This design comes from an exercise in tuning for small area on the open sky130 flow, not from production work. Function was checked by simulation only, so behaviour that the tests miss may differ from the original. No activity file was given, so power comes from the tool's default toggle rates.

[constraint.sdc]
create_clock -name core_clock -period 25.0 [get_ports {clk}]
set_input_delay 5.0000 -clock core_clock [delete_from_list [all_inputs] [get_ports {clk}]]
set_output_delay 5.0000 -clock core_clock [all_outputs]
set_load 0.01 [all_outputs]
[config.mk]
export PLATFORM = sky130hd
export DESIGN_NAME = lifi_link
export DESIGN_NICKNAME = lifi_link
export VERILOG_FILES = /design/flow/design.v
export SDC_FILE = /design/flow/constraint.sdc
export NUM_CORES = 4
export LEC_CHECK = 0
export CAP_MARGIN = 20
export CORE_MARGIN = 2
export CORE_UTILIZATION = 40
export SLEW_MARGIN = 20
export SYNTH_HIERARCHICAL = 1
[flow/run.sh]
#!/bin/bash
# Own layout flow: the standard layout (standard.sh, ORFS synth to finish)
# with smaller cells for the port buffers and the clock tree. Each make run's
# full output goes to a log of its own in this folder.
set -euo pipefail
bash standard.sh \
  "BUFFER_PORTS_ARGS=-buffer_cell sky130_fd_sc_hd__buf_1" \
  finish > make_finish.log 2>&1
[standard.sh]
#!/bin/bash
# synth_recipe.tcl (not shown) runs the flow's synth.tcl, then flattens the netlist and writes it again
# the make line also repeats each setting of config.mk as NAME=value (left out here)
make -C /OpenROAD-flow-scripts/flow DESIGN_CONFIG=/design/flow/config.mk WORK_HOME=/design/flow/orfs CLKGATE_MAP_FILE= SYNTH_SCRIPT=/design/flow/synth_recipe.tcl "${@:-finish}"
[design.v]
module lifi_osd (
    input  wire [119:0] adc_raw,
    output wire         is_on
);
    wire n1, n2;
    lifi_fa u_n1 (adc_raw[24], adc_raw[60], adc_raw[72], n1, n2);
    wire n3, n4;
    lifi_fa u_n3 (adc_raw[12], adc_raw[108], adc_raw[0], n3, n4);
    wire n5, n6;
    lifi_fa u_n5 (adc_raw[48], adc_raw[36], adc_raw[96], n5, n6);
    wire n7, n8;
    lifi_fa u_n7 (adc_raw[84], n1, n5, n7, n8);
    wire n9 = n3 & n7;
    wire n10, n11;
    lifi_fa u_n10 (adc_raw[37], adc_raw[13], adc_raw[97], n10, n11);
    wire n12, n13;
    lifi_fa u_n12 (adc_raw[61], adc_raw[25], adc_raw[49], n12, n13);
    wire n14, n15;
    lifi_fa u_n14 (adc_raw[1], adc_raw[85], adc_raw[73], n14, n15);
    wire n16, n17;
    lifi_fa u_n16 (adc_raw[109], n14, n12, n16, n17);
    wire n18, n19;
    lifi_fa u_n18 (n2, n6, n4, n18, n19);
    wire n20, n21;
    lifi_fa u_n20 (n10, n18, n16, n20, n21);
    wire n22, n23;
    lifi_fa u_n22 (n8, n9, n20, n22, n23);
    wire n24, n25;
    lifi_fa u_n24 (adc_raw[74], adc_raw[110], adc_raw[38], n24, n25);
    wire n26, n27;
    lifi_fa u_n26 (adc_raw[26], adc_raw[62], adc_raw[98], n26, n27);
    wire n28, n29;
    lifi_fa u_n28 (adc_raw[14], adc_raw[86], adc_raw[50], n28, n29);
    wire n30, n31;
    lifi_fa u_n30 (adc_raw[2], n28, n26, n30, n31);
    wire n32, n33;
    lifi_fa u_n32 (n24, n11, n15, n32, n33);
    wire n34, n35;
    lifi_fa u_n34 (n13, n19, n17, n34, n35);
    wire n36, n37;
    lifi_fa u_n36 (n32, n30, n34, n36, n37);
    wire n38, n39;
    lifi_fa u_n38 (n21, n23, n36, n38, n39);
    wire n40 = n22 | n38;
    wire n41, n42;
    lifi_fa u_n41 (adc_raw[51], adc_raw[99], adc_raw[63], n41, n42);
    wire n43, n44;
    lifi_fa u_n43 (adc_raw[27], adc_raw[75], adc_raw[111], n43, n44);
    wire n45, n46;
    lifi_fa u_n45 (adc_raw[3], adc_raw[39], adc_raw[87], n45, n46);
    wire n47, n48;
    lifi_fa u_n47 (adc_raw[15], n41, n27, n47, n48);
    wire n49, n50;
    lifi_fa u_n49 (n29, n25, n43, n49, n50);
    wire n51, n52;
    lifi_fa u_n51 (n45, n47, n33, n51, n52);
    wire n53, n54;
    lifi_fa u_n53 (n49, n31, n35, n53, n54);
    wire n55, n56;
    lifi_fa u_n55 (n51, n37, n53, n55, n56);
    wire n57 = (n39 & n40) | (n39 & n55) | (n40 & n55);
    wire n58, n59;
    lifi_fa u_n58 (adc_raw[16], adc_raw[76], adc_raw[40], n58, n59);
    wire n60, n61;
    lifi_fa u_n60 (adc_raw[4], adc_raw[64], adc_raw[28], n60, n61);
    wire n62, n63;
    lifi_fa u_n62 (adc_raw[88], adc_raw[100], adc_raw[52], n62, n63);
    wire n64, n65;
    lifi_fa u_n64 (adc_raw[112], n42, n46, n64, n65);
    wire n66, n67;
    lifi_fa u_n66 (n62, n44, n60, n66, n67);
    wire n68, n69;
    lifi_fa u_n68 (n58, n48, n64, n68, n69);
    wire n70, n71;
    lifi_fa u_n70 (n66, n50, n52, n70, n71);
    wire n72, n73;
    lifi_fa u_n72 (n68, n54, n70, n72, n73);
    wire n74, n75;
    lifi_fa u_n74 (n72, n56, n57, n74, n75);
    wire n76, n77;
    lifi_fa u_n76 (adc_raw[113], adc_raw[17], adc_raw[5], n76, n77);
    wire n78, n79;
    lifi_fa u_n78 (adc_raw[65], adc_raw[101], adc_raw[53], n78, n79);
    wire n80, n81;
    lifi_fa u_n80 (adc_raw[41], adc_raw[29], adc_raw[77], n80, n81);
    wire n82, n83;
    lifi_fa u_n82 (adc_raw[89], n78, n61, n82, n83);
    wire n84, n85;
    lifi_fa u_n84 (n59, n80, n63, n84, n85);
    wire n86, n87;
    lifi_fa u_n86 (n76, n65, n84, n86, n87);
    wire n88, n89;
    lifi_fa u_n88 (n82, n67, n69, n88, n89);
    wire n90, n91;
    lifi_fa u_n90 (n86, n88, n71, n90, n91);
    wire n92, n93;
    lifi_fa u_n92 (n90, n73, n75, n92, n93);
    wire n94 = n74 & n92;
    wire n95, n96;
    lifi_fa u_n95 (adc_raw[90], adc_raw[66], adc_raw[42], n95, n96);
    wire n97, n98;
    lifi_fa u_n97 (adc_raw[102], adc_raw[6], adc_raw[54], n97, n98);
    wire n99, n100;
    lifi_fa u_n99 (adc_raw[30], adc_raw[114], adc_raw[18], n99, n100);
    wire n101, n102;
    lifi_fa u_n101 (adc_raw[78], n81, n79, n101, n102);
    wire n103, n104;
    lifi_fa u_n103 (n97, n95, n99, n103, n104);
    wire n105, n106;
    lifi_fa u_n105 (n77, n83, n103, n105, n106);
    wire n107, n108;
    lifi_fa u_n107 (n101, n85, n105, n107, n108);
    wire n109, n110;
    lifi_fa u_n109 (n87, n107, n89, n109, n110);
    wire n111, n112;
    lifi_fa u_n111 (n91, n109, n93, n111, n112);
    wire n113 = n94 | n111;
    wire n114, n115;
    lifi_fa u_n114 (adc_raw[91], adc_raw[67], adc_raw[7], n114, n115);
    wire n116, n117;
    lifi_fa u_n116 (adc_raw[55], adc_raw[79], adc_raw[31], n116, n117);
    wire n118, n119;
    lifi_fa u_n118 (adc_raw[115], adc_raw[103], adc_raw[43], n118, n119);
    wire n120, n121;
    lifi_fa u_n120 (adc_raw[19], n114, n98, n120, n121);
    wire n122, n123;
    lifi_fa u_n122 (n100, n118, n96, n122, n123);
    wire n124, n125;
    lifi_fa u_n124 (n116, n122, n120, n124, n125);
    wire n126, n127;
    lifi_fa u_n126 (n104, n102, n106, n126, n127);
    wire n128, n129;
    lifi_fa u_n128 (n124, n126, n108, n128, n129);
    wire n130, n131;
    lifi_fa u_n130 (n128, n110, n112, n130, n131);
    wire n132 = n113 | n130;
    wire n133, n134;
    lifi_fa u_n133 (adc_raw[80], adc_raw[20], adc_raw[116], n133, n134);
    wire n135, n136;
    lifi_fa u_n135 (adc_raw[8], adc_raw[32], adc_raw[68], n135, n136);
    wire n137, n138;
    lifi_fa u_n137 (adc_raw[56], adc_raw[104], adc_raw[92], n137, n138);
    wire n139, n140;
    lifi_fa u_n139 (adc_raw[44], n135, n117, n139, n140);
    wire n141, n142;
    lifi_fa u_n141 (n119, n137, n133, n141, n142);
    wire n143, n144;
    lifi_fa u_n143 (n115, n141, n123, n143, n144);
    wire n145, n146;
    lifi_fa u_n145 (n121, n139, n125, n145, n146);
    wire n147, n148;
    lifi_fa u_n147 (n143, n145, n127, n147, n148);
    wire n149, n150;
    lifi_fa u_n149 (n147, n129, n131, n149, n150);
    wire n151 = n132 | n149;
    wire n152, n153;
    lifi_fa u_n152 (adc_raw[105], adc_raw[9], adc_raw[57], n152, n153);
    wire n154, n155;
    lifi_fa u_n154 (adc_raw[45], adc_raw[93], adc_raw[117], n154, n155);
    wire n156, n157;
    lifi_fa u_n156 (adc_raw[69], adc_raw[33], adc_raw[21], n156, n157);
    wire n158, n159;
    lifi_fa u_n158 (adc_raw[81], n152, n156, n158, n159);
    wire n160, n161;
    lifi_fa u_n160 (n138, n154, n136, n160, n161);
    wire n162, n163;
    lifi_fa u_n162 (n134, n142, n158, n162, n163);
    wire n164, n165;
    lifi_fa u_n164 (n160, n140, n162, n164, n165);
    wire n166, n167;
    lifi_fa u_n166 (n144, n146, n164, n166, n167);
    wire n168, n169;
    lifi_fa u_n168 (n148, n166, n150, n168, n169);
    wire n170 = n151 & n168;
    wire n171, n172;
    lifi_fa u_n171 (adc_raw[46], adc_raw[22], adc_raw[82], n171, n172);
    wire n173, n174;
    lifi_fa u_n173 (adc_raw[94], adc_raw[34], adc_raw[10], n173, n174);
    wire n175, n176;
    lifi_fa u_n175 (adc_raw[118], adc_raw[70], adc_raw[58], n175, n176);
    wire n177, n178;
    lifi_fa u_n177 (adc_raw[106], n153, n155, n177, n178);
    wire n179, n180;
    lifi_fa u_n179 (n171, n173, n175, n179, n180);
    wire n181, n182;
    lifi_fa u_n181 (n157, n177, n179, n181, n182);
    wire n183, n184;
    lifi_fa u_n183 (n159, n161, n181, n183, n184);
    wire n185, n186;
    lifi_fa u_n185 (n163, n183, n165, n185, n186);
    wire n187, n188;
    lifi_fa u_n187 (n167, n185, n169, n187, n188);
    wire n189 = n170 & n187;
    wire n190, n191;
    lifi_fa u_n190 (adc_raw[23], adc_raw[107], adc_raw[35], n190, n191);
    wire n192, n193;
    lifi_fa u_n192 (adc_raw[59], adc_raw[71], adc_raw[119], n192, n193);
    wire n194, n195;
    lifi_fa u_n194 (adc_raw[11], adc_raw[95], adc_raw[47], n194, n195);
    wire n196, n197;
    lifi_fa u_n196 (adc_raw[83], n172, n190, n196, n197);
    wire n198, n199;
    lifi_fa u_n198 (n194, n192, n174, n198, n199);
    wire n200, n201;
    lifi_fa u_n200 (n176, n180, n178, n200, n201);
    wire n202, n203;
    lifi_fa u_n202 (n196, n198, n182, n202, n203);
    wire n204, n205;
    lifi_fa u_n204 (n200, n202, n184, n204, n205);
    wire n206, n207;
    lifi_fa u_n206 (n186, n204, n188, n206, n207);
    wire n208 = n189 & n206;
    wire n209, n210;
    lifi_fa u_n209 (n191, n195, n193, n209, n210);
    wire n211, n212;
    lifi_fa u_n211 (n197, n209, n199, n211, n212);
    wire n213, n214;
    lifi_fa u_n213 (n211, n201, n203, n213, n214);
    wire n215, n216;
    lifi_fa u_n215 (n213, n205, n207, n215, n216);
    wire n217 = n208 | n215;
    wire n218, n219;
    lifi_fa u_n218 (n210, n212, n214, n218, n219);
    wire n220, n221;
    lifi_fa u_n220 (n218, n216, n217, n220, n221);
    wire n222 = (n219 & n221) | (n219 & n220) | (n221 & n220);
    assign is_on = n222;
endmodule
module lifi_fa (
    input  wire a,
    input  wire b,
    input  wire c,
    output wire s,
    output wire y
);
    assign s = a ^ b ^ c;
    assign y = (a & b) | (a & c) | (b & c);
endmodule
module lifi_rx (
    input  wire       clk,
    input  wire       rst,
    input  wire       is_on,      
    input  wire       adc_ok,     
    output reg  [7:0] rx_byte,
    output reg        rx_valid,
    output wire [3:0] rx_state,
    output reg  [2:0] rx_err,
    output wire       rx_fault
);
    localparam [3:0] S_WAIT_START = 4'd0,
                     S_MEAS_START = 4'd1,
                     S_IDLE_DELAY = 4'd2,
                     S_GAP1       = 4'd3,
                     S_BIT_PRE    = 4'd4,
                     S_BIT_POST   = 4'd5,
                     S_GAP2       = 4'd6,
                     S_WAIT_STOP  = 4'd7,
                     S_MEAS_STOP  = 4'd8,
                     S_HALT       = 4'd9;
    localparam [2:0] ERR_NONE          = 3'd0,
                     ERR_START_TIMEOUT = 3'd1,
                     ERR_START_WINDOW  = 3'd2,
                     ERR_STOP_TIMEOUT  = 3'd3,
                     ERR_STOP_WINDOW   = 3'd4,
                     ERR_HW_FAULT      = 3'd5;
    reg [3:0] state;
    reg [3:0] pre;      
    reg [9:0] cnt;
    reg [8:0] shift;    
    reg [3:0] n_state;
    reg       n_load;   
    reg [8:0] n_shift;
    reg [7:0] n_byte;
    reg       n_valid;
    reg [2:0] n_err;
    wire act = (pre == 4'd0) && (state != S_HALT);
    assign rx_state = state;
    assign rx_fault = (state == S_HALT);
    wire in_window_start = (cnt >= 10'd60) && (cnt <= 10'd80);
    wire in_window_stop  = (cnt >= 10'd90) && (cnt <= 10'd110);
    wire meas_full       = (cnt >= 10'd200);
    always @* begin
        n_state = state;
        n_load  = 1'b0;
        n_shift = shift;
        n_byte  = rx_byte;
        n_valid = 1'b0;
        n_err   = rx_err;
        case (state)
            S_WAIT_START: begin
                if (cnt >= 10'd1000) begin
                    n_err   = ERR_START_TIMEOUT;
                    n_state = S_IDLE_DELAY;
                    n_load  = 1'b1;
                end else if (is_on) begin
                    n_state = S_MEAS_START;
                    n_load  = 1'b1;
                end
            end
            S_MEAS_START: begin
                if (meas_full || !is_on) begin
                    n_load = 1'b1;
                    if (in_window_start) begin
                        n_state = S_GAP1;
                    end else begin
                        n_err   = ERR_START_WINDOW;
                        n_state = S_IDLE_DELAY;
                    end
                end
            end
            S_GAP1: begin
                if (cnt[3:0] == 4'd10) begin
                    n_shift = 9'd1;
                    n_state = S_BIT_PRE;
                    n_load  = 1'b1;
                end
            end
            S_BIT_PRE: begin
                if (cnt[2:0] == 3'd5) begin
                    n_shift = {shift[7:0], is_on};
                    n_state = S_BIT_POST;
                    n_load  = 1'b1;
                end
            end
            S_BIT_POST: begin
                if (cnt[2:0] == 3'd5) begin
                    n_state = shift[8] ? S_GAP2 : S_BIT_PRE;
                    n_load  = 1'b1;
                end
            end
            S_WAIT_STOP: begin
                if (meas_full) begin
                    n_err   = ERR_STOP_TIMEOUT;
                    n_state = S_WAIT_START;
                end else if (is_on) begin
                    n_state = S_MEAS_STOP;
                    n_load  = 1'b1;
                end
            end
            S_MEAS_STOP: begin
                if (meas_full || !is_on) begin
                    if (in_window_stop && (meas_full || adc_ok)) begin
                        n_byte  = shift[7:0];
                        n_valid = 1'b1;
                        n_err   = ERR_NONE;
                    end else begin
                        n_err   = ERR_STOP_WINDOW;
                    end
                    n_state = S_WAIT_START;
                end
            end
            default: ;
        endcase
        if ((state == S_IDLE_DELAY && cnt[5:0] == 6'd50) ||
            (state == S_GAP2 && cnt[3:0] == 4'd10)) begin
            n_state = (state == S_GAP2) ? (is_on ? S_MEAS_STOP : S_WAIT_STOP)
                                        : (is_on ? S_MEAS_START : S_WAIT_START);
            n_load  = 1'b1;
        end else if (n_state == S_WAIT_START && state != S_WAIT_START) begin
            n_state = is_on ? S_MEAS_START : S_WAIT_START;
            n_load  = 1'b1;
        end
        if (!adc_ok && (state == S_WAIT_START ? cnt < 10'd1000 :
                        state == S_MEAS_START ? !meas_full :
                        state == S_MEAS_STOP  ? 1'b1 :
                        state == S_WAIT_STOP  ? 1'b1 :
                        state == S_BIT_PRE    ? cnt[2:0] == 3'd5 :
                        state == S_IDLE_DELAY ? cnt[5:0] == 6'd50 :
                        state == S_GAP2       ? cnt[3:0] == 4'd10 : 1'b0)) begin
            n_state = S_HALT;
            n_err   = ERR_HW_FAULT;
        end
    end
    always @(posedge clk) begin
        if (act) shift <= n_shift;
        if (rst) begin
            state    <= S_WAIT_START;
            pre      <= 4'd0;
            cnt      <= 10'd0;
            rx_byte  <= 8'd0;
            rx_valid <= 1'b0;
            rx_err   <= ERR_NONE;
        end else begin
            pre      <= (pre == 4'd9) ? 4'd0 : pre + 4'd1;
            rx_valid <= act & n_valid;
            if (act) begin
                state   <= n_state;
                cnt     <= (n_load ? 10'd0 : cnt) + 10'd1;
                rx_byte <= n_byte;
                rx_err  <= n_err;
            end
        end
    end
endmodule
module lifi_tx (
    input  wire       clk,
    input  wire       rst,
    input  wire [7:0] tx_data,
    input  wire       tx_valid,
    input  wire       led_ok,
    output wire       tx_ready,
    output reg        led,
    output wire [2:0] tx_state,
    output wire       tx_fault
);
    localparam [2:0] S_WAIT_INPUT  = 3'd0,
                     S_START_ON    = 3'd1,
                     S_START_GAP   = 3'd2,
                     S_BIT         = 3'd3,
                     S_PAYLOAD_GAP = 3'd4,
                     S_STOP_ON     = 3'd5,
                     S_HALT        = 3'd6;
    reg [2:0] state;
    reg [6:0] pre;      
    reg [3:0] unit;
    reg [7:0] hold;
    reg [2:0] n_state;
    reg [3:0] n_unit;
    reg       n_led;
    reg       write;    
    assign tx_ready = (state == S_WAIT_INPUT);
    assign tx_state = state;
    assign tx_fault = (state == S_HALT);
    wire boundary = (pre == 7'd0);
    always @* begin
        n_state = state;
        n_unit  = unit + 4'd1;
        n_led   = 1'b0;
        write   = 1'b0;
        case (state)
            S_WAIT_INPUT: begin
                n_unit = 4'd0;
                if (tx_valid) begin
                    n_state = S_START_ON;
                    n_led   = 1'b1;
                    write   = 1'b1;
                end
            end
            S_START_ON:
                if (unit == 4'd6) begin
                    n_state = S_START_GAP;
                    write   = 1'b1;
                end
            S_START_GAP: begin
                n_state = S_BIT;
                n_unit  = 4'd0;
                write   = 1'b1;
            end
            S_BIT:
                if (unit[2:0] == 3'd7) begin
                    n_state = S_PAYLOAD_GAP;
                    write   = 1'b1;
                end else begin
                    write   = 1'b1;
                end
            S_PAYLOAD_GAP: begin
                n_state = S_STOP_ON;
                n_led   = 1'b1;
                write   = 1'b1;
            end
            S_STOP_ON:
                if (unit == 4'd9) begin
                    n_state = S_WAIT_INPUT;
                    write   = 1'b1;
                end
            default: ;
        endcase
        if (n_state != state)
            n_unit = 4'd0;
        if (n_state == S_BIT)
            n_led = hold[~n_unit[2:0]];
        if (write && !led_ok)
            n_state = S_HALT;
    end
    wire step = tx_ready || (boundary && state != S_HALT);
    always @(posedge clk) begin
        if (tx_ready) hold <= tx_data;
        if (rst) begin
            state <= S_WAIT_INPUT;
            pre   <= 7'd0;
            unit  <= 4'd0;
            led   <= 1'b0;
        end else begin
            if (step) begin
                state <= n_state;
                unit  <= n_unit;
                if (write && led_ok) led <= n_led;
            end
            pre <= (n_state == S_WAIT_INPUT && step || pre == 7'd99) ? 7'd0 : pre + 7'd1;
        end
    end
endmodule
module lifi_link (
    input  wire         clk,
    input  wire         rst,
    input  wire [119:0] adc_raw,
    input  wire         adc_ok,
    output wire [7:0]   rx_byte,
    output wire         rx_valid,
    output wire [3:0]   rx_state,
    output wire [2:0]   rx_err,
    output wire         rx_fault,
    input  wire [7:0]   tx_data,
    input  wire         tx_valid,
    output wire         tx_ready,
    output wire         led,
    input  wire         led_ok,
    output wire [2:0]   tx_state,
    output wire         tx_fault
);
    wire is_on;
    lifi_osd u_osd (
        .adc_raw(adc_raw),
        .is_on  (is_on)
    );
    lifi_rx u_rx (
        .clk     (clk),
        .rst     (rst),
        .is_on   (is_on),
        .adc_ok  (adc_ok),
        .rx_byte (rx_byte),
        .rx_valid(rx_valid),
        .rx_state(rx_state),
        .rx_err  (rx_err),
        .rx_fault(rx_fault)
    );
    lifi_tx u_tx (
        .clk     (clk),
        .rst     (rst),
        .tx_data (tx_data),
        .tx_valid(tx_valid),
        .led_ok  (led_ok),
        .tx_ready(tx_ready),
        .led     (led),
        .tx_state(tx_state),
        .tx_fault(tx_fault)
    );
endmodule
==> metrics.yaml, run 1 <==
drt:
  drt_first_pass_iters: 5
  drt_wl_total_um: 12930
  num_vias: 4602
  routedWlPerCell_um: 15.00
  dr.first_iter.drc_count: 310
  drcViolationCount: 0
  via_per_inst: 5.339
  postRouteAntennaNets: 0
synth:
  ys.flop_type: "dfxtp_1"
  synth.distinct_cells: 86
  async_flop_share_pct: 0
  syn_inst: 532
  synth-edff-count: 17
  avgSynthCellArea_um2: 11.04
  ys_ff_latch: 62
  seq_area_frac_synth_pct: 24.04
  yosysWarnings: 8
  synth_fp_nets: 782
  yosys.area.top_type: "fa_1"
  synth_area_leaders: "fa_1 (36%), dfxtp_1 (15%), edfxtp_1 (8.7%), nor2_1 (3.1%), ha_1 (2.6%)"
  synth_top_area_share_pct: 35.80
  syn_area_mm2: 0.005872
global_route:
  grt_pass1_vias: 4829
  track_usage_pct: 17.17
  antenna_found_initial: 0
  grt_pass1_wl_um: 22430
  grt_start_max_net_pins: 41
  grt.overflow.total: 0
floorplan:
  die_x_um: 125.2
  boundaryPins: 156
  start_util_pct: 40.71
  die-area_mm2: 0.01567
  num_rows: 44
  die_y_um: 125.2
  coreArea_mm2: 0.01442
timing:
  hold_ws_ps: 465.6
  setup_viol: 0
  relSlewSlack_pct: 48.71
  worst_pin_slew_ps: 766.5
  hold_viol_final: 0
  tns_ps: 0
  rsz0062_at_grt: "no"
  clock.fmax_mhz: 68.73
  clock_skew_ps: 11.05
  period_needed_ps: 14550
  slew_violations: 0
  fin_crit_sh_pct: 58.20
cts:
  insertion_delay_ps: 330
  cts_tree: "built"
  path_clk_slew_ps: 60
  cts_buffer_depth: 2
  cts-hold-fix-buffers: 0
  cts_resized: 0
  cts_inserted_buffers: 9
  htreeDepth: 3
  cts.sinks: 62
  postCtsSetupBuffers: 0
  clockRootBuffer: "clkbuf_16"
hold_path:
  hold_path_class: "register to register"
  min_path_cells: 1
worst_setup_path:
  critPathMaxFanout: 17
  cp_slowest_cell: "fa_1"
  crit_path_max_incr_delay_ps: 580
  cp.arrival_ps: 14810
  setup.worst_path.end_class: "register"
  ff2ff_path_depth: 12
  cp.required_ps: 25260
  worstSetupPathType: "primary input to register"
  cp_common_cell: "fa_1"
  startpoint_type: "primary input"
pwr:
  power_density_mw_per_mm2: 136.2
  power.leakage_uw: 0.002398
  irDropWorstVdd_uv: 130.8
placed_design:
  io_buffers: 155
  hpwl_um: 10640
  place_congestion: 0.8957
final_layout:
  fillerInstances: 1355
  areaGrowthSynthToFinish_pct: 15.98
  final_layout_size_suffix_gt1_share_pct: 6.047
  fin_nets: 924
  diodes: 0
  area.sequential_mm2: 0.001411
  multi_input_comb_area_mm2: 0.004257
job:
  maxCapViolations: 0
status:
  status: "finished clean"
state kept, by name, summed over array words and instances (netlist names), 4 cells and up:
register / flops
u_rx.rx_byte: 8
u_tx.unit: 4
u_rx.pre: 4
u_rx.state: 4
u_rx.cnt: 10
u_tx.hold: 8
u_tx.pre: 7
u_rx.shift: 9
synthesized netlist by cell type (2+ instances only):
cell type and instances:
fa_1 105, nor2_1 48, dfxtp_1 45, nand2_1 37
a21oi_1 23, nand3_1 21, edfxtp_1 17, a31oi_1 15
and2_1 13, inv_1 13, buf_2 12, ha_1 12
o21ai_0 11, clkbuf_1 10, mux2i_1 9, nor3_1 9
and3_1 6, nand3b_1 6, nor2b_1 6, a32oi_1 5
nand4_1 5, nor3b_1 5, nor4_1 5, xnor2_1 5
a21boi_0 3, a2bb2oi_1 3, a311oi_1 3, and3b_1 3
clkbuf_8 3, nand2b_1 3, o211ai_1 3, or2_2 3
a211oi_1 2, and4_1 2, and4bb_2 2, mux2_2 2
nor4bb_1 2, o21a_1 2, o21ai_1 2, o22ai_1 2
o311ai_0 2, or3_1 2, xor2_1 2
where the power goes:
| group | leakage (uW) | switching (uW) | internal [uW] |
|---|---|---|---|
| sequential | 0.000511 | 28.0 | 122 |
| clock | 0.000125 | 42.3 | 66.2 |
| combinational | 0.00176 | 385 | 285 |
cells in the final DEF, fill, tap and decap left out, types with 13 or more instances in the layout:
cell type and instances:
nand2_1 37, edfxtp_1 17, and2_1 13, dfxtp_1 45, inv_1 13, nor2_1 48, a31oi_1 15, buf_1 155
a21oi_1 23, nand3_1 21, fa_1 105
modules after synthesis, one instance, submodules excluded, a selection:
module    cell area, um^2  times used
lifi_fa             20.02         105
lifi_osd            51.30           1
lifi_rx              2422           1
lifi_tx              1296           1
layout make-up:
type	instances	area share, %
clock buffers	11	3.417
clock inverters	4	0.3858
inverters	13	0.7165
multi-input cells	430	62.50
flip-flops and latches	62	20.72
well taps	184	3.380
repair buffers	158	8.874
worst paths after layout:
check | startpoint | endpoint | slack [ps]
max | adc_raw[24] | u_rx.cnt[6]$_SDFFE_PP0P_ | 10450
min | u_tx.pre[0]$_SDFF_PP0_ | u_tx.pre[0]$_SDFF_PP0_ | 470
max reg2reg | u_rx.state[0]$_SDFFE_PP0P_ | u_rx.cnt[6]$_SDFFE_PP0P_ | 21470
min reg2reg | u_tx.pre[0]$_SDFF_PP0_ | u_tx.pre[0]$_SDFF_PP0_ | 470
logic make-up (layout without fill, tap and decap cells):
| group | Yosys count | count (layout) | synth area share (%) |
|---|---|---|---|
| DFF | 62 | 62 | 24.04 |
| muxes | 12 | 12 | 2.301 |
| xor gates and xnor gates | 7 | 7 | 1.044 |
| and+or+nand+nor | 195 | 195 | 18.52 |
| adders and majority gates | 118 | 118 | 38.53 |
| AOI/OAI and AO/OA | 98 | 98 | 12.10 |
| buffers and inverters | 40 | 186 | 3.473 |
per-stage QoR:
| step | util, % | cells | total power, uW | setup slack (ps) | area (um^2) |
|---|---|---|---|---|---|
| global route | 47.22 | 862 | 1030 | 9729 | 6810 |
| finish | 47.22 | 862 | 927.8 | 10450 | 6810 |
| detailed placement | 45.42 | 847 | 826.0 | 10010 | 6551 |
| floorplan | - | 532 | 697.6 | 10720 | 5872 |
| global placement | 45.42 | 847 | 822.0 | 10280 | 6551 |
| CTS | 47.22 | 862 | 939.5 | 10390 | 6810 |
layer usage:
| metal | vias up | share of wire (%) | track usage [%] | routed length [um] |
|---|---|---|---|---|
| met2 | 136 | 51 | 29.57 | 6637 |
| li1 | 2183 | - | - | - |
| met1 | 2266 | 42 | 22.48 | 5457 |
| met5 | - | 0 | 0 | 0 |
| met3 | 17 | 5.0 | 3.209 | 648 |
| met4 | 0 | 1.5 | 4.314 | 190 |
worst max-delay path: cells and delay by family:
kind,cells,cell delay [ps]
buf+inv,2,310
compound gates,6,1200
simple gates,8,1250
fa+ha+maj,17,7030
==> run 2: changes to the inputs <==
==> flow/run.sh (replaced) <==
#!/bin/bash
# Own layout flow:
#  1. the standard synthesis (standard.sh synth), unchanged;
#  2. the synthesized netlist's combinational cells re-mapped by Yosys/ABC
#     with an area-oriented script (flip-flops, full adders and tie cells are
#     kept as they are, with their names);
#  3. the standard layout from floorplan to finish, with the smallest
#     buffer for the port buffers and a small clock tree.
# Each tool's full output goes to a log file of its own in this folder.
set -euo pipefail
here=$(pwd)
res="$here/orfs/results/${FLOW_PLATFORM}/lifi_link/base"
lib="$FLOW_HOME/platforms/${FLOW_PLATFORM}/lib/sky130_fd_sc_hd__tt_025C_1v80.lib"
yosys="$FLOW_HOME/../tools/install/yosys/bin/yosys"
# the platform's DONT_USE_CELLS
dont_use="-dont_use sky130_fd_sc_hd__lpflow_bleeder_1 -dont_use sky130_fd_sc_hd__lpflow_clkbufkapwr_1 -dont_use sky130_fd_sc_hd__lpflow_clkbufkapwr_16 -dont_use sky130_fd_sc_hd__lpflow_clkbufkapwr_2 -dont_use sky130_fd_sc_hd__lpflow_clkbufkapwr_4 -dont_use sky130_fd_sc_hd__lpflow_clkbufkapwr_8 -dont_use sky130_fd_sc_hd__lpflow_clkinvkapwr_1 -dont_use sky130_fd_sc_hd__lpflow_clkinvkapwr_16 -dont_use sky130_fd_sc_hd__lpflow_clkinvkapwr_2 -dont_use sky130_fd_sc_hd__lpflow_clkinvkapwr_4 -dont_use sky130_fd_sc_hd__lpflow_clkinvkapwr_8 -dont_use sky130_fd_sc_hd__lpflow_decapkapwr_12 -dont_use sky130_fd_sc_hd__lpflow_decapkapwr_3 -dont_use sky130_fd_sc_hd__lpflow_decapkapwr_4 -dont_use sky130_fd_sc_hd__lpflow_decapkapwr_6 -dont_use sky130_fd_sc_hd__lpflow_decapkapwr_8 -dont_use sky130_fd_sc_hd__lpflow_inputiso0n_1 -dont_use sky130_fd_sc_hd__lpflow_inputiso0p_1 -dont_use sky130_fd_sc_hd__lpflow_inputiso1n_1 -dont_use sky130_fd_sc_hd__lpflow_inputiso1p_1 -dont_use sky130_fd_sc_hd__lpflow_inputisolatch_1 -dont_use sky130_fd_sc_hd__lpflow_isobufsrc_1 -dont_use sky130_fd_sc_hd__lpflow_isobufsrc_16 -dont_use sky130_fd_sc_hd__lpflow_isobufsrc_2 -dont_use sky130_fd_sc_hd__lpflow_isobufsrc_4 -dont_use sky130_fd_sc_hd__lpflow_isobufsrc_8 -dont_use sky130_fd_sc_hd__lpflow_isobufsrckapwr_16 -dont_use sky130_fd_sc_hd__lpflow_lsbuf_lh_hl_isowell_tap_1 -dont_use sky130_fd_sc_hd__lpflow_lsbuf_lh_hl_isowell_tap_2 -dont_use sky130_fd_sc_hd__lpflow_lsbuf_lh_hl_isowell_tap_4 -dont_use sky130_fd_sc_hd__lpflow_lsbuf_lh_isowell_4 -dont_use sky130_fd_sc_hd__lpflow_lsbuf_lh_isowell_tap_1 -dont_use sky130_fd_sc_hd__lpflow_lsbuf_lh_isowell_tap_2 -dont_use sky130_fd_sc_hd__lpflow_lsbuf_lh_isowell_tap_4 -dont_use sky130_fd_sc_hd__probe_p_8 -dont_use sky130_fd_sc_hd__probec_p_8"

bash standard.sh synth > log_1_synth.log 2>&1

cp "$res/1_2_yosys.v" "$here/synth_standard.v"
bb="sky130_fd_sc_hd__*df* sky130_fd_sc_hd__*dl* sky130_fd_sc_hd__fa_* sky130_fd_sc_hd__conb_*"
"$yosys" -p "read_liberty -ignore_miss_func $lib; blackbox $bb;
  read_verilog $here/synth_standard.v;
  hierarchy -top $FLOW_TOP; flatten; opt -purge; techmap; opt;
  abc -liberty $lib -script $here/flow/remap.abc $dont_use;
  opt_clean -purge;
  write_verilog -noattr -nohex -nodec $here/synth_abc.v" > log_2_remap.log 2>&1
"$yosys" -p "read_liberty -lib $lib; read_verilog $here/synth_abc.v;
  hierarchy -top $FLOW_TOP; opt_clean -purge; splitnets; opt_clean -purge;
  hilomap -singleton -hicell sky130_fd_sc_hd__conb_1 HI -locell sky130_fd_sc_hd__conb_1 LO;
  insbuf -buf sky130_fd_sc_hd__buf_4 A X;
  check -assert; stat -liberty $lib;
  write_verilog -noattr -nohex -nodec $here/synth_remapped.v" > log_3_clean.log 2>&1
cp "$here/synth_remapped.v" "$res/1_2_yosys.v"
rm -f "$res/1_synth.odb" "$res/1_synth.sdc"

bash standard.sh \
  "BUFFER_PORTS_ARGS=-buffer_cell sky130_fd_sc_hd__buf_1" \
  "CTS_ARGS=-sink_clustering_enable -repair_clock_nets -dont_use_dummy_load -buf_list sky130_fd_sc_hd__clkbuf_4" \
  finish > log_5_finish.log 2>&1
==> flow/remap.abc (new file) <==
strash
&get -n
&deepsyn -T 20
&put
dch -f
amap
==> metrics.yaml, run 2 <==
status:
  status: "finished clean"
cts:
  insertion_delay_ps: 410
  htreeDepth: 3
  postCtsSetupBuffers: 0
  cts_buffer_depth: 2
  cts-hold-fix-buffers: 0
  cts_tree: "built"
  cts.sinks: 62
  cts_resized: 0
  cts_inserted_buffers: 9
  path_clk_slew_ps: 90
  clockRootBuffer: "clkbuf_4"
synth:
  avgSynthCellArea_um2: 10.90
  synth_fp_nets: 695
  yosysWarnings: 8
  syn_inst: 457
  syn_area_mm2: 0.004984
hold_path:
  min_path_cells: 1
  hold_path_class: "register to register"
  min_to: "u_tx.pre[0]$_SDFF_PP0_"
  hold_start: "u_tx.pre[0]$_SDFF_PP0_"
floorplan:
  die_x_um: 115.6
  boundaryPins: 156
  die_y_um: 115.6
  die-area_mm2: 0.01337
  num_rows: 40
  coreArea_mm2: 0.01211
  start_util_pct: 41.15
placed_design:
  place_congestion: 1.010
  io_buffers: 155
  hpwl_um: 9250
  placed_area_mm2: 0.005640
timing:
  tns_ps: 0
  fin_crit_sh_pct: 54.82
  clock_skew_ps: 21.13
  rsz0062_at_grt: "no"
  relSlewSlack_pct: 32.83
  slew_violations: 0
  clock.fmax_mhz: 72.97
  hold_viol_final: 0
  period_needed_ps: 13700
  setup_viol: 0
  worst_pin_slew_ps: 997.1
global_route:
  antenna_found_initial: 0
  busiest_layer: "met2"
  grt_use_met2_pct: 30.49
  grt_pass1_wl_um: 17630
  grt_pass1_vias: 4045
  grt_start_max_net_pins: 16
  grt.overflow.total: 0
  track_usage_pct: 16.62
  met1_usage_pct: 19.75
  grt_use_met3_pct: 3.504
drt:
  via_per_inst: 4.974
  drt_wl_total_um: 10560
  routedWlPerCell_um: 13.69
  drcViolationCount: 0
  dr.first_iter.drc_count: 166
  num_vias: 3835
  postRouteAntennaNets: 0
  drt_first_pass_iters: 5
worst_setup_path:
  startpoint_type: "primary input"
  r2r_end: "u_rx.rx_byte[2]$_SDFFE_PP0P_"
  setup.worst_path.end_class: "register"
  crit_start: "adc_raw[1]"
  cp_slowest_cell: "o31ai_1"
  worstSetupPathType: "primary input to register"
  cp_common_cell: "fa_1"
  regToRegSetupSlack_ps: 21930
  cp.arrival_ps: 13950
  cp.required_ps: 25240
  critPathMaxFanout: 8
  crit_path_max_incr_delay_ps: 820
  ff2ff_path_depth: 4
  r2r_start: "u_rx.pre[0]$_SDFF_PP0_"
pwr:
  p_int_uw: 346.3
  power.leakage_uw: 0.001902
  power_frac_clock_pct: 7.0
  seqPwrFrac_pct: 19.7
  power_density_mw_per_mm2: 119.0
  p_comb_share_pct: 73.2
  irDropWorstVdd_uv: 67.19
  p_sw_share_pct: 49.02
  p_sw_uw: 333.0
final_layout:
  max_flop_register: "u_rx.cnt"
  areaGrowthSynthToFinish_pct: 14.54
  top_regs: "u_rx.cnt (10), u_rx.shift (9)"
  area.sequential_mm2: 0.001411
  design_area_mm2: 0.005708
  diodes: 0
  final_common_cell: "buf_1"
  final_cell_mix: "buf_1 (155), fa_1 (105), nor2_1 (82)"
  fillerInstances: 1200
  fin_nets: 843
  multi_input_comb_area_mm2: 0.003257
  largest_reg_flops: 10
  final_layout_size_suffix_gt1_share_pct: 1.493
job:
  maxCapViolations: 0
-- run 2: worst max-delay path by stage --
| stage | to | slack [ps] | cells after the start |
|---|---|---|---|
| 3_3_place_gp | u_rx.rx_byte[5]$_SDFFE_PP0P_ | 11150 | 29 |
| 6_report | u_rx.rx_byte[2]$_SDFFE_PP0P_ | 11300 | 29 |
| 4_1_cts | u_rx.rx_byte[2]$_SDFFE_PP0P_ | 11290 | 29 |
| 2_1_floorplan | u_rx.rx_byte[0]$_SDFFE_PP0P_ | 11710 | 28 |
| 3_5_place_dp | u_rx.rx_byte[3]$_SDFFE_PP0P_ | 10840 | 29 |
| 5_1_grt | u_rx.rx_byte[2]$_SDFFE_PP0P_ | 10830 | 29 |
-- run 2: cell type report --
| cell class | count | area share (%) |
|---|---|---|
| repair buffers | 155 | 10.19 |
| inverters | 48 | 3.157 |
| multi-input cells | 329 | 57.06 |
| clock buffers | 9 | 1.184 |
| flip-flops and latches | 62 | 24.73 |
| well taps | 168 | 3.683 |
-- run 2: power by group through the flow --
stage	Clock [uW]	Sequential (uW)	Combinational, uW
5_1_grt	53.7	137	574
3_3_place_gp	0	136	484
3_5_place_dp	0	136	500
6_report	47.8	134	498
2_1_floorplan	0	133	387
4_1_cts	50.1	134	502
-- run 2: metal layers --
layer  share of wire (%)  up-vias  wire length, um
met1                  40     1858             4246
met2                  51      144             5405
met3                 6.6       17              697
met4                 2.0        0              208
met5                   0        -                0
li1                    -     1816                -
-- run 2: stage by stage --
stage          std cells  hold slack [ps]  utilization, %  power (uW)  setup slack (ps)
6_report             771            447.2           47.13       679.2             11300
5_1_grt              771            455.9           47.13       764.4             10830
4_1_cts              771            448.2           47.13       686.0             11290
3_5_place_dp         762            432.5           46.57       636.4             10840
3_3_place_gp         762            417.6           46.57       620.5             11150
2_1_floorplan        457            408.6               -       519.3             11710
-- run 2: worst max-delay path, delay by kind of cell --
family | cells | cell delay, ps
buffers and inverters | 2 | 180
AO/OA/AOI/OAI | 6 | 1720
AND/OR/NAND/NOR | 6 | 760
adder cells (fa/ha/maj) | 15 | 6260
==> run 3: changes to the inputs <==
--- a/flow/run.sh
+++ b/flow/run.sh
@@ -36,5 +36,4 @@
 
 bash standard.sh \
   "BUFFER_PORTS_ARGS=-buffer_cell sky130_fd_sc_hd__buf_1" \
-  "CTS_ARGS=-sink_clustering_enable -repair_clock_nets -dont_use_dummy_load -buf_list sky130_fd_sc_hd__clkbuf_4" \
   finish > log_5_finish.log 2>&1
==> metrics.yaml, run 3 <==
worst_setup_path:
  cp.arrival_ps: 13960
  crit_path_max_incr_delay_ps: 810
  cp.required_ps: 25170
  startpoint_type: "primary input"
  worstSetupPathType: "primary input to register"
  critPathMaxFanout: 8
  cp_common_cell: "fa_1"
  setup.worst_path.end_class: "register"
  cp_slowest_cell: "o31ai_1"
final_layout:
  design_area_mm2: 0.005899
  largest_reg_flops: 10
  areaGrowthSynthToFinish_pct: 18.38
  diodes: 0
  top_regs: "u_rx.cnt (10), u_rx.shift (9)"
  final_common_cell: "buf_1"
  max_flop_register: "u_rx.cnt"
  final_layout_size_suffix_gt1_share_pct: 2.131
  final_cell_mix: "buf_1 (155), fa_1 (105), nor2_1 (82)"
  fin_nets: 843
  final_cells: 778
timing:
  slew_violations: 0
  relSlewSlack_pct: 32.40
  rsz0062_at_grt: "no"
  clock_skew_ps: 7.063
  fin_crit_sh_pct: 55.14
  period_needed_ps: 13790
  hold_viol_final: 0
  tns_ps: 0
  worst_pin_slew_ps: 1005
  setup_viol: 0
  hold_ws_ps: 440.3
  clock.fmax_mhz: 72.54
floorplan:
  num_rows: 40
  die_y_um: 115.6
  die-area_mm2: 0.01337
  start_util_pct: 41.15
  die_x_um: 115.6
  boundaryPins: 156
  coreArea_mm2: 0.01211
cts:
  postCtsSetupBuffers: 0
  cts-hold-fix-buffers: 0
  clockRootBuffer: "clkbuf_16"
  cts.sinks: 62
  htreeDepth: 3
  cts_buffer_depth: 2
  cts_inserted_buffers: 9
  insertion_delay_ps: 330
  cts_resized: 0
  path_clk_slew_ps: 50
  cts_tree: "built"
pwr:
  p_comb_share_pct: 67.3
  p_sw_uw: 346.1
  irDropWorstVdd_uv: 66.65
  power_frac_clock_pct: 14.6
  seqPwrFrac_pct: 18.1
  p_sw_share_pct: 46.66
  p_int_uw: 395.6
  power_uw: 741.7
  power.leakage_uw: 0.001988
  power_density_mw_per_mm2: 125.7
global_route:
  grt_pass1_vias: 4101
  antenna_found_initial: 0
  grt.overflow.total: 0
  track_usage_pct: 16.89
  grt_start_max_net_pins: 16
  grt_pass1_wl_um: 17800
synth:
  avgSynthCellArea_um2: 10.90
  syn_area_mm2: 0.004984
  syn_inst: 457
  yosysWarnings: 8
  synth_fp_nets: 695
placed_design:
  io_buffers: 155
  dp_cells: 762
  place_congestion: 1.010
  placed_area_mm2: 0.005640
  hpwl_um: 9250
drt:
  drcViolationCount: 0
  drt_wl_total_um: 10700
  postRouteAntennaNets: 0
  dr.first_iter.drc_count: 183
  num_vias: 3859
  via_per_inst: 4.960
  drt_first_pass_iters: 4
  routedWlPerCell_um: 13.76
status:
  status: "finished clean"
job:
  maxCapViolations: 0
hold_path:
  hold_path_class: "register to register"
## run 3: cell count changes in the layout (fill, tap and decap cells not counted)
cell        previous run  this run
clkbuf_16              0         9
clkbuf_1               0         1
clkinvlp_4             0         1
clkinv_1              48        50
clkbuf_4               9         0
clkinv_2               0         3
## run 3: power by group through the flow
stage                     Combinational, uW  Sequential [uW]  Clock (uW)
after floorplan                         387              133           0
after CTS                               502              134         111
after detailed placement                500              136           0
after global routing                    574              137         115
final                                   499              134         109
after global placement                  484              136           0
## run 3: critical path: cells and delay by family
kind,cells,cell delay (ps)
buffers and inverters,2,180
AND/OR/NAND/NOR,6,760
adder cells (fa/ha/maj),15,6260
AO/OA/AOI/OAI,6,1730
## run 3: layout make-up
cell class / count / area (um^2)
well taps: 168 / 210.2
multi-input cells: 329 / 3257
fillers: 1184 / 6212
repair buffers: 155 / 581.8
clock inverters: 6 / 30.03
flip-flops and latches: 62 / 1411
inverters: 48 / 180.2
clock buffers: 10 / 229.0
## run 3: path summary, 6_finish.rpt
path | start | endpoint | slack, ps | cells past startpoint
setup / recovery | adc_raw[1] | u_rx.rx_byte[3]$_SDFFE_PP0P_ | 11210 | 29
hold / removal | u_tx.pre[0]$_SDFF_PP0_ | u_tx.pre[0]$_SDFF_PP0_ | 440 | 1
setup reg to reg | u_rx.pre[0]$_SDFF_PP0_ | u_rx.rx_byte[3]$_SDFFE_PP0P_ | 21860 | 4
hold reg to reg | u_tx.pre[0]$_SDFF_PP0_ | u_tx.pre[0]$_SDFF_PP0_ | 440 | 1
## run 3: stage by stage
stage,utilization [%],setup WS [ps]
finish,48.71,11210
global route,48.71,10740
CTS,48.71,11200
detailed placement,46.57,10840
global placement,46.57,11150
floorplan,-,11710
## run 3: routing by layer
| metal | vias up | track usage [%] | wire length (um) |
|---|---|---|---|
| met1 | 1881 | 19.86 | 4307 |
| li1 | 1822 | - | - |
| met2 | 135 | 30.60 | 5455 |
| met4 | 0 | 5.714 | 238 |
| met5 | - | 0 | 0 |
| met3 | 21 | 3.713 | 701 |
==> run 4: changes to the inputs <==
--- a/design.v
+++ b/design.v
@@ -381,7 +381,7 @@
             rx_valid <= 1'b0;
             rx_err   <= ERR_NONE;
         end else begin
-            pre      <= (pre == 4'd9) ? 4'd0 : pre + 4'd1;
+            pre      <= (pre == 4'd9) ? 4'd0 : {pre[2:0], ~(pre[3] ^ pre[2])};
             rx_valid <= act & n_valid;
             if (act) begin
                 state   <= n_state;
@@ -486,7 +486,8 @@
                 unit  <= n_unit;
                 if (write && led_ok) led <= n_led;
             end
-            pre <= (n_state == S_WAIT_INPUT && step || pre == 7'd99) ? 7'd0 : pre + 7'd1;
+            pre <= (n_state == S_WAIT_INPUT && step || pre == 7'd75) ? 7'd0
+                                                               : {pre[5:0], ~(pre[6] ^ pre[5])};
         end
     end
 endmodule
--- a/flow/run.sh
+++ b/flow/run.sh
@@ -36,4 +36,5 @@
 
 bash standard.sh \
   "BUFFER_PORTS_ARGS=-buffer_cell sky130_fd_sc_hd__buf_1" \
+  "CTS_ARGS=-sink_clustering_enable -repair_clock_nets -dont_use_dummy_load -buf_list sky130_fd_sc_hd__clkbuf_4" \
   finish > log_5_finish.log 2>&1
==> metrics.yaml, run 4 <==
worst_setup_path:
  cp_slowest_cell: "fa_1"
  cp.arrival_ps: 14150
  startpoint_type: "primary input"
  cp_num_buf_inv: 1
  r2r_start: "u_rx.state[3]$_SDFFE_PP0P_"
  worstSetupPathType: "primary input to register"
  crit_start: "adc_raw[1]"
  cp_top_family: "adder cells"
  cp.required_ps: 25310
  setup.worst_path.end_class: "register"
  critPathMaxFanout: 9
  crit_path_max_incr_delay_ps: 540
  cp_common_cell: "fa_1"
hold_path:
  hold_start: "u_tx.pre[3]$_SDFF_PP0_"
  hold_path_class: "register to register"
timing:
  period_needed_ps: 13840
  tns_ps: 0
  relSlewSlack_pct: 46.71
  hold_ws_ps: 458.1
  fin_ws_ps: 11160
  rsz0062_at_grt: "no"
  setup_viol: 0
  clock.fmax_mhz: 72.28
  hold_viol_final: 0
  worst_pin_slew_ps: 792.1
  clock_skew_ps: 24.46
  fin_crit_sh_pct: 55.34
  slew_violations: 0
drt:
  dr.first_iter.drc_count: 145
  num_vias: 3712
  drt_first_pass_iters: 4
  wl_met1_um: 4166
  via_per_inst: 5.141
  wl_met2_um: 5415
  drcViolationCount: 0
  routedWlPerCell_um: 14.53
  drt_wl_total_um: 10490
  route.met3.wl_um: 716
  postRouteAntennaNets: 0
  top_layer: "met4"
floorplan:
  die_x_um: 115.1
  coreArea_mm2: 0.01201
  die-area_mm2: 0.01325
  die_y_um: 115.1
  num_rows: 40
  boundaryPins: 156
  start_util_pct: 41.13
global_route:
  grt_pass1_wl_um: 18100
  grt_pass1_vias: 4097
  track_usage_pct: 17.25
  antenna_found_initial: 0
  grt.overflow.total: 0
  grt_start_max_net_pins: 17
cts:
  cts.sinks: 62
  cts_resized: 0
  postCtsSetupBuffers: 0
  cts_inserted_buffers: 9
  cts_tree: "built"
  clockRootBuffer: "clkbuf_4"
  cts_buffer_depth: 2
  htreeDepth: 3
  cts-hold-fix-buffers: 0
  path_clk_slew_ps: 90
  insertion_delay_ps: 390
pwr:
  power_frac_clock_pct: 6.7
  p_comb_share_pct: 72.7
  irDropWorstVdd_uv: 70.66
  p_int_uw: 358.6
  p_sw_uw: 325.6
  p_sw_share_pct: 47.59
  seqPwrFrac_pct: 20.6
  power.leakage_uw: 0.001848
  power_density_mw_per_mm2: 121.2
final_layout:
  fillerInstances: 1164
  design_area_mm2: 0.005645
  final_common_cell: "buf_1"
  diodes: 0
  top_regs: "u_rx.cnt (10), u_rx.shift (9)"
  final_layout_size_suffix_gt1_share_pct: 1.739
  area.sequential_mm2: 0.001411
  final_cell_mix: "buf_1 (155), fa_1 (105), nor2_1 (54)"
  fin_nets: 815
  areaGrowthSynthToFinish_pct: 14.29
  largest_reg_flops: 10
  max_flop_register: "u_rx.cnt"
  multi_input_comb_area_mm2: 0.003251
placed_design:
  hpwl_um: 9355
  io_buffers: 155
  place_congestion: 0.8931
  placed_area_mm2: 0.005578
  dp_slack_ps: 10730
synth:
  yosysWarnings: 8
  syn_area_mm2: 0.004940
  syn_inst: 428
  avgSynthCellArea_um2: 11.54
  synth_fp_nets: 666
status:
  status: "finished clean"
job:
  maxCapViolations: 0
[run 4: path summary, 6_finish.rpt]
check,to,slack [ps],depth (start not counted)
max,u_rx.rx_byte[3]$_SDFFE_PP0P_,11160,29
min,u_tx.pre[4]$_SDFF_PP0_,460,2
max reg2reg,u_rx.rx_byte[3]$_SDFFE_PP0P_,21680,11
min reg2reg,u_tx.pre[4]$_SDFF_PP0_,460,2
[run 4: stage by stage]
stage                     power (uW)  utilization, %  std cells
final                          684.1           47.00        722
after CTS                      697.1           47.00        722
after floorplan                526.4               -        428
after detailed placement       646.6           46.44        713
after global placement         626.6           46.44        713
after global routing           785.1           47.00        722
[run 4: power by group through the flow]
stage | clock network (uW) | logic (uW) | registers, uW
2_1_floorplan | 0 | 387 | 139
3_3_place_gp | 0 | 484 | 143
3_5_place_dp | 0 | 503 | 143
4_1_cts | 48.0 | 508 | 141
5_1_grt | 52.1 | 589 | 144
6_report | 45.7 | 497 | 141
[run 4: cell type report]
class	instances	area share, %
inverter	38	2.527
tap	147	3.258
timing repair buffer	156	10.44
multi-input combinational	310	57.58
sequential	62	25.00
clock buffer	9	1.197
[run 4: worst register-to-register path: stages (launching register included)]
cell,delay (ps)
dfxtp_1,420
nor2_1,240
nand3_1,370
nor4_1,570
o21ai_0,240
a41oi_1,330
nor2_1,120
nand2_1,120
nor2_1,70
nand2_1,250
nor2_1,210
a32o_1,280
[run 4: per-layer routing]
metal	vias up	track usage (%)
met2	138	31.14
met5	-	0
met3	12	4.059
met4	0	5.703
met1	1798	20.25
li1	1764	-
==> run 5: changes to the inputs <==
--- a/flow/run.sh
+++ b/flow/run.sh
@@ -19,22 +19,40 @@
 
 cp "$res/1_2_yosys.v" "$here/synth_standard.v"
 bb="sky130_fd_sc_hd__*df* sky130_fd_sc_hd__*dl* sky130_fd_sc_hd__fa_* sky130_fd_sc_hd__conb_*"
-"$yosys" -p "read_liberty -ignore_miss_func $lib; blackbox $bb;
-  read_verilog $here/synth_standard.v;
-  hierarchy -top $FLOW_TOP; flatten; opt -purge; techmap; opt;
-  abc -liberty $lib -script $here/flow/remap.abc $dont_use;
-  opt_clean -purge;
-  write_verilog -noattr -nohex -nodec $here/synth_abc.v" > log_2_remap.log 2>&1
-"$yosys" -p "read_liberty -lib $lib; read_verilog $here/synth_abc.v;
-  hierarchy -top $FLOW_TOP; opt_clean -purge; splitnets; opt_clean -purge;
-  hilomap -singleton -hicell sky130_fd_sc_hd__conb_1 HI -locell sky130_fd_sc_hd__conb_1 LO;
-  insbuf -buf sky130_fd_sc_hd__buf_4 A X;
-  check -assert; stat -liberty $lib;
-  write_verilog -noattr -nohex -nodec $here/synth_remapped.v" > log_3_clean.log 2>&1
+# four ABC runs with different seeds, in parallel; the smallest result is kept
+remap() {
+  local seed=$1
+  printf 'strash\n&get -n\n&deepsyn -T 40 -S %s\n&put\ndch -f\namap\n' "$seed" > "$here/remap_$seed.abc"
+  "$yosys" -p "read_liberty -ignore_miss_func $lib; blackbox $bb;
+    read_verilog $here/synth_standard.v;
+    hierarchy -top $FLOW_TOP; flatten; opt -purge; techmap; opt;
+    abc -liberty $lib -script $here/remap_$seed.abc $dont_use;
+    opt_clean -purge;
+    write_verilog -noattr -nohex -nodec $here/synth_abc_$seed.v" > "log_2_remap_$seed.log" 2>&1
+  "$yosys" -p "read_liberty -lib $lib; read_verilog $here/synth_abc_$seed.v;
+    hierarchy -top $FLOW_TOP; opt_clean -purge; splitnets; opt_clean -purge;
+    hilomap -singleton -hicell sky130_fd_sc_hd__conb_1 HI -locell sky130_fd_sc_hd__conb_1 LO;
+    insbuf -buf sky130_fd_sc_hd__buf_4 A X;
+    check -assert; tee -o $here/area_$seed.txt stat -liberty $lib;
+    write_verilog -noattr -nohex -nodec $here/synth_remapped_$seed.v" > "log_3_clean_$seed.log" 2>&1
+}
+for seed in 1 2 3 4; do remap $seed & done
+wait
+best=""; best_area=""
+for seed in 1 2 3 4; do
+  [[ -f "$here/synth_remapped_$seed.v" ]] || continue
+  a=$(sed -n "s/.*Chip area for module .*: *\([0-9.]*\).*/\1/p" "$here/area_$seed.txt" | tail -1)
+  echo "seed $seed area $a" >> log_2_remap_choice.log
+  if [[ -z "$best" ]] || awk -v a="$a" -v b="$best_area" 'BEGIN{exit !(a < b)}'; then
+    best=$seed; best_area=$a
+  fi
+done
+echo "kept seed $best area $best_area" >> log_2_remap_choice.log
+cp "$here/synth_remapped_$best.v" "$here/synth_remapped.v"
 cp "$here/synth_remapped.v" "$res/1_2_yosys.v"
 rm -f "$res/1_synth.odb" "$res/1_synth.sdc"
 
 bash standard.sh \
   "BUFFER_PORTS_ARGS=-buffer_cell sky130_fd_sc_hd__buf_1" \
-  "CTS_ARGS=-sink_clustering_enable -repair_clock_nets -dont_use_dummy_load -buf_list sky130_fd_sc_hd__clkbuf_4" \
+  "CTS_ARGS=-sink_clustering_enable -repair_clock_nets -dont_use_dummy_load -buf_list sky130_fd_sc_hd__clkbuf_8 -sink_clustering_size 24 -sink_clustering_max_diameter 120" \
   finish > log_5_finish.log 2>&1
removed: flow/remap.abc
==> metrics.yaml, run 5 <==
timing:
  tns_ps: 0
  fin_crit_sh_pct: 55.26
  hold_viol_final: 0
  clock_skew_ps: 13.43
  fin_ws_ps: 11190
  period_needed_ps: 13820
  worst_pin_slew_ps: 852.1
  relSlewSlack_pct: 42.98
  slew_violations: 0
  clock.fmax_mhz: 72.39
  rsz0062_at_grt: "no"
  setup_viol: 0
cts:
  cts_buffer_depth: 2
  cts_inserted_buffers: 9
  cts_tree: "built"
  cts_resized: 0
  clockRootBuffer: "clkbuf_8"
  postCtsSetupBuffers: 0
  path_clk_slew_ps: 60
  htreeDepth: 3
  cts-hold-fix-buffers: 0
  insertion_delay_ps: 330
  cts.sinks: 62
floorplan:
  die-area_mm2: 0.01320
  boundaryPins: 156
  die_x_um: 114.9
  die_y_um: 114.9
  start_util_pct: 40.95
  coreArea_mm2: 0.01201
  num_rows: 40
final_layout:
  fin_nets: 837
  final_layout_size_suffix_gt1_share_pct: 1.508
  final_common_cell: "buf_1"
  areaGrowthSynthToFinish_pct: 15.34
  top_regs: "u_rx.cnt (10), u_rx.shift (9)"
  diodes: 0
  final_cell_mix: "buf_1 (155), fa_1 (105), nor2_1 (77)"
  largest_reg_flops: 10
  final_core_util_pct: 47.23
  max_flop_register: "u_rx.cnt"
worst_setup_path:
  r2r_start: "u_rx.pre[2]$_SDFF_PP0_"
  cp_common_cell: "fa_1"
  crit_path_max_incr_delay_ps: 510
  setup.worst_path.end_class: "register"
  cp_slowest_cell: "fa_1"
  r2r_end: "u_rx.rx_byte[4]$_SDFFE_PP0P_"
  critPathMaxFanout: 7
  worstSetupPathType: "primary input to register"
  ff2ff_path_depth: 10
  cp.arrival_ps: 14000
  regToRegSetupSlack_ps: 21580
  cp.required_ps: 25180
  startpoint_type: "primary input"
hold_path:
  min_path_cells: 2
  hold_path_class: "register to register"
  hold_start: "u_tx.pre[4]$_SDFF_PP0_"
  min_to: "u_tx.pre[5]$_SDFF_PP0_"
global_route:
  antenna_found_initial: 0
  track_usage_pct: 17.88
  grt_start_max_net_pins: 15
  grt_pass1_wl_um: 18470
  grt.overflow.total: 0
  grt_pass1_vias: 4132
drt:
  via_per_inst: 5.108
  routedWlPerCell_um: 14.92
  drt_first_pass_iters: 4
  dr.first_iter.drc_count: 132
  num_vias: 3800
  postRouteAntennaNets: 0
  drt_wl_total_um: 11100
  drcViolationCount: 0
synth:
  syn_inst: 451
  yosysWarnings: 8
  syn_area_mm2: 0.004918
  avgSynthCellArea_um2: 10.91
  synth_fp_nets: 689
placed_design:
  dp_slack_ps: 10840
  io_buffers: 155
  hpwl_um: 9811
  place_congestion: 0.8666
pwr:
  irDropWorstVdd_uv: 103.8
  power_density_mw_per_mm2: 122.1
  power.leakage_uw: 0.001912
  power_uw: 692.8
job:
  maxCapViolations: 0
status:
  status: "finished clean"
-- run 5: area by class of cell --
cell class / count / area (um^2)
clock buffer: 9 / 123.9
fill: 1164 / 6339
inverter: 46 / 172.7
multi-input combinational: 325 / 3199
sequential: 62 / 1411
tap: 147 / 183.9
timing repair buffer: 155 / 581.8
-- run 5: per-layer routing --
layer | routed length [um] | GRT usage, % | vias up
met5 | 0 | 0 | -
met4 | 274 | 7.149 | 0
met3 | 636 | 3.848 | 21
met2 | 5929 | 32.43 | 129
met1 | 4262 | 20.52 | 1859
li1 | - | - | 1791
-- run 5: worst max-delay path by stage --
| stage | start | end | slack, ps | cells past startpoint |
|---|---|---|---|---|
| 2_1_floorplan | adc_raw[1] | u_rx.rx_err[0]$_SDFFE_PP0P_ | 11600 | 30 |
| 3_3_place_gp | adc_raw[24] | u_rx.rx_err[2]$_SDFFE_PP0P_ | 11070 | 32 |
| 3_5_place_dp | adc_raw[24] | u_rx.rx_err[2]$_SDFFE_PP0P_ | 10840 | 32 |
| 4_1_cts | adc_raw[24] | u_rx.rx_err[2]$_SDFFE_PP0P_ | 11220 | 32 |
| 5_1_grt | adc_raw[24] | u_rx.rx_err[0]$_SDFFE_PP0P_ | 10640 | 32 |
| 6_report | adc_raw[24] | u_rx.rx_err[2]$_SDFFE_PP0P_ | 11190 | 32 |
-- run 5: through the flow --
| step | instances | area (um^2) | hold slack, ps |
|---|---|---|---|
| after global routing | 744 | 5673 | 465.0 |
| final | 744 | 5673 | 443.4 |
| after detailed placement | 735 | 5549 | 435.9 |
| after CTS | 744 | 5673 | 444.6 |
| after floorplan | 451 | 4918 | 403.0 |
| after global placement | 735 | 5549 | 418.2 |
-- run 5: critical path, delay by kind of cell --
| kind | cells | cell delay, ps |
|---|---|---|
| AO/OA/AOI/OAI | 6 | 1250 |
| adder cells (fa/ha/maj) | 15 | 6350 |
| AND/OR/NAND/NOR | 8 | 1000 |
| buffers and inverters | 3 | 370 |
-- run 5: where the power goes --
group	leakage, uW	total [uW]	switching (uW)	internal [uW]
clock network	0.0000647	65.3	33.4	32.0
logic	0.00132	493	288	204
registers	0.000532	135	12.3	123
==> run 6: changes to the inputs <==
--- a/flow/run.sh
+++ b/flow/run.sh
@@ -54,5 +54,5 @@
 
 bash standard.sh \
   "BUFFER_PORTS_ARGS=-buffer_cell sky130_fd_sc_hd__buf_1" \
-  "CTS_ARGS=-sink_clustering_enable -repair_clock_nets -dont_use_dummy_load -buf_list sky130_fd_sc_hd__clkbuf_8 -sink_clustering_size 24 -sink_clustering_max_diameter 120" \
+  "CTS_ARGS=-sink_clustering_enable -repair_clock_nets -dont_use_dummy_load -buf_list sky130_fd_sc_hd__clkbuf_4" \
   finish > log_5_finish.log 2>&1
==> metrics.yaml, run 6 <==
worst_setup_path:
  critPathMaxFanout: 7
  startpoint_type: "primary input"
  worstSetupPathType: "primary input to register"
  cp_slowest_cell: "fa_1"
  setup.worst_path.end_class: "register"
  cp.arrival_ps: 13970
  crit_path_max_incr_delay_ps: 520
  cp_common_cell: "fa_1"
  cp.required_ps: 25240
final_layout:
  max_flop_register: "u_rx.cnt"
  diodes: 0
  final_layout_size_suffix_gt1_share_pct: 1.508
  fillerInstances: 1171
  fin_nets: 837
  areaGrowthSynthToFinish_pct: 14.19
  largest_reg_flops: 10
  final_common_cell: "buf_1"
  top_regs: "u_rx.cnt (10), u_rx.shift (9)"
  final_cell_mix: "buf_1 (155), fa_1 (105), nor2_1 (77)"
global_route:
  grt_pass1_vias: 4093
  busiest_layer: "met2"
  track_usage_pct: 17.88
  grt.overflow.total: 0
  antenna_found_initial: 0
  grt_start_max_net_pins: 15
  grt_use_met2_pct: 32.82
  grt_pass1_wl_um: 18440
  met1_usage_pct: 20.94
  grt_use_met3_pct: 4.428
timing:
  setup_viol: 0
  rsz0062_at_grt: "no"
  clock_skew_ps: 22.26
  hold_viol_final: 0
  relSlewSlack_pct: 44.32
  hold_ws_ps: 447.8
  clock.fmax_mhz: 72.88
  fin_crit_sh_pct: 54.89
  worst_pin_slew_ps: 832.1
  period_needed_ps: 13720
  tns_ps: 0
  slew_violations: 0
drt:
  via_per_inst: 5.130
  drt_first_pass_iters: 5
  postRouteAntennaNets: 0
  dr.first_iter.drc_count: 140
  drcViolationCount: 0
  routedWlPerCell_um: 14.90
  num_vias: 3817
  drt_wl_total_um: 11080
placed_design:
  io_buffers: 155
  place_congestion: 0.8666
  hpwl_um: 9811
pwr:
  power_uw: 676.4
  power.leakage_uw: 0.001889
  power_density_mw_per_mm2: 120.4
  irDropWorstVdd_uv: 103.4
synth:
  yosysWarnings: 8
  syn_inst: 451
  syn_area_mm2: 0.004918
  synth_fp_nets: 689
  avgSynthCellArea_um2: 10.91
cts:
  cts_buffer_depth: 2
  clockRootBuffer: "clkbuf_4"
  cts_resized: 0
  cts-hold-fix-buffers: 0
  insertion_delay_ps: 390
  cts_inserted_buffers: 9
  htreeDepth: 3
  path_clk_slew_ps: 90
  cts_tree: "built"
  postCtsSetupBuffers: 0
  cts.sinks: 62
floorplan:
  die_x_um: 114.9
  num_rows: 40
  boundaryPins: 156
  coreArea_mm2: 0.01201
  start_util_pct: 40.95
  die_y_um: 114.9
  die-area_mm2: 0.01320
job:
  maxCapViolations: 0
hold_path:
  hold_path_class: "register to register"
status:
  status: "finished clean"
run 6: cell types whose count changed in the layout (fill, tap and decap cells not counted):
cell and delta:
clkbuf_4 +9, clkbuf_8 -9
run 6: power by group:
part	internal (uW)	total (uW)	switching [uW]	leakage, uW
logic	205	494	289	0.00132
clock network	16.7	48.3	31.6	0.0000414
registers	122	135	12.3	0.000532
run 6: path summary, 6_finish.rpt:
path	startpoint	end	slack, ps	depth (start not counted)
max reg2reg	u_rx.pre[2]$_SDFF_PP0_	u_rx.rx_byte[5]$_SDFFE_PP0P_	21550	10
min reg2reg	u_tx.pre[4]$_SDFF_PP0_	u_tx.pre[5]$_SDFF_PP0_	450	2
max	adc_raw[24]	u_rx.rx_err[2]$_SDFFE_PP0P_	11280	32
min	u_tx.pre[4]$_SDFF_PP0_	u_tx.pre[5]$_SDFF_PP0_	450	2
run 6: stage by stage:
stage / setup slack, ps / utilization (%) / area [um^2] / cells
3_3_place_gp: 11070 / 46.20 / 5549 / 735
5_1_grt: 10730 / 46.76 / 5617 / 744
4_1_cts: 11280 / 46.76 / 5617 / 744
6_report: 11280 / 46.76 / 5617 / 744
3_5_place_dp: 10840 / 46.20 / 5549 / 735
2_1_floorplan: 11600 / - / 4918 / 451
run 6: final cells by class:
cell class                      instances  area [um^2]  share of cell area (%)
Sequential cell                        62         1411                   25.13
Inverter                               46        172.7                   3.074
Tap cell                              147        183.9                   3.275
Multi-Input combinational cell        325         3199                   56.96
Clock buffer                            9        67.56                   1.203
Timing Repair Buffer                  155        581.8                   10.36
run 6: worst max-delay path, delay by kind of cell:
kind	cells	cell delay, ps
buf+inv	3	370
fa+ha+maj	15	6350
simple gates	8	980
compound gates	6	1240
run 6: routing by layer:
metal,routed length (um),vias up
li1,-,1790
met4,199,0
met2,5913,135
met3,619,18
met1,4351,1874
met5,0,-

[separate check: timing with driven ports]
The results above use ideal ports. As a check the final layouts listed here were re-extracted and re-timed, cells and wires unchanged.
Step 1: set_driving_cell puts a clkbuf_16 on clk and a buf_2 on each other input, an assumption about the parent block.
Step 2 also shifts input and output timing later by t, the mid clock arrival at the registers, as if the neighbouring blocks saw the same clock.
Slacks: ideal ports / drivers / drivers and shift; pairs: ideal ports / drivers.
run	t, ns	setup WS [ns]	worst register clock-pin slew, ns	pins driven straight from the clock port
run 1	0.356	10.450 / 10.460 / 10.104	0.06 / 0.06	1
run 2	0.421	11.296 / 11.301 / 10.879	0.10 / 0.10	1
run 3	0.362	11.215 / 11.228 / 10.866	0.05 / 0.05	1
run 4	0.401	11.164 / 11.163 / 10.762	0.10 / 0.10	1
run 5	0.358	11.185 / 11.190 / 10.832	0.06 / 0.06	1
run 6	0.410	11.278 / 11.281 / 10.870	0.10 / 0.10	1
After both steps setup and hold are still met in every run listed. The setup slack of run 2, which loses most, moves by +0.005 ns with the drivers and by -0.417 ns with both steps.
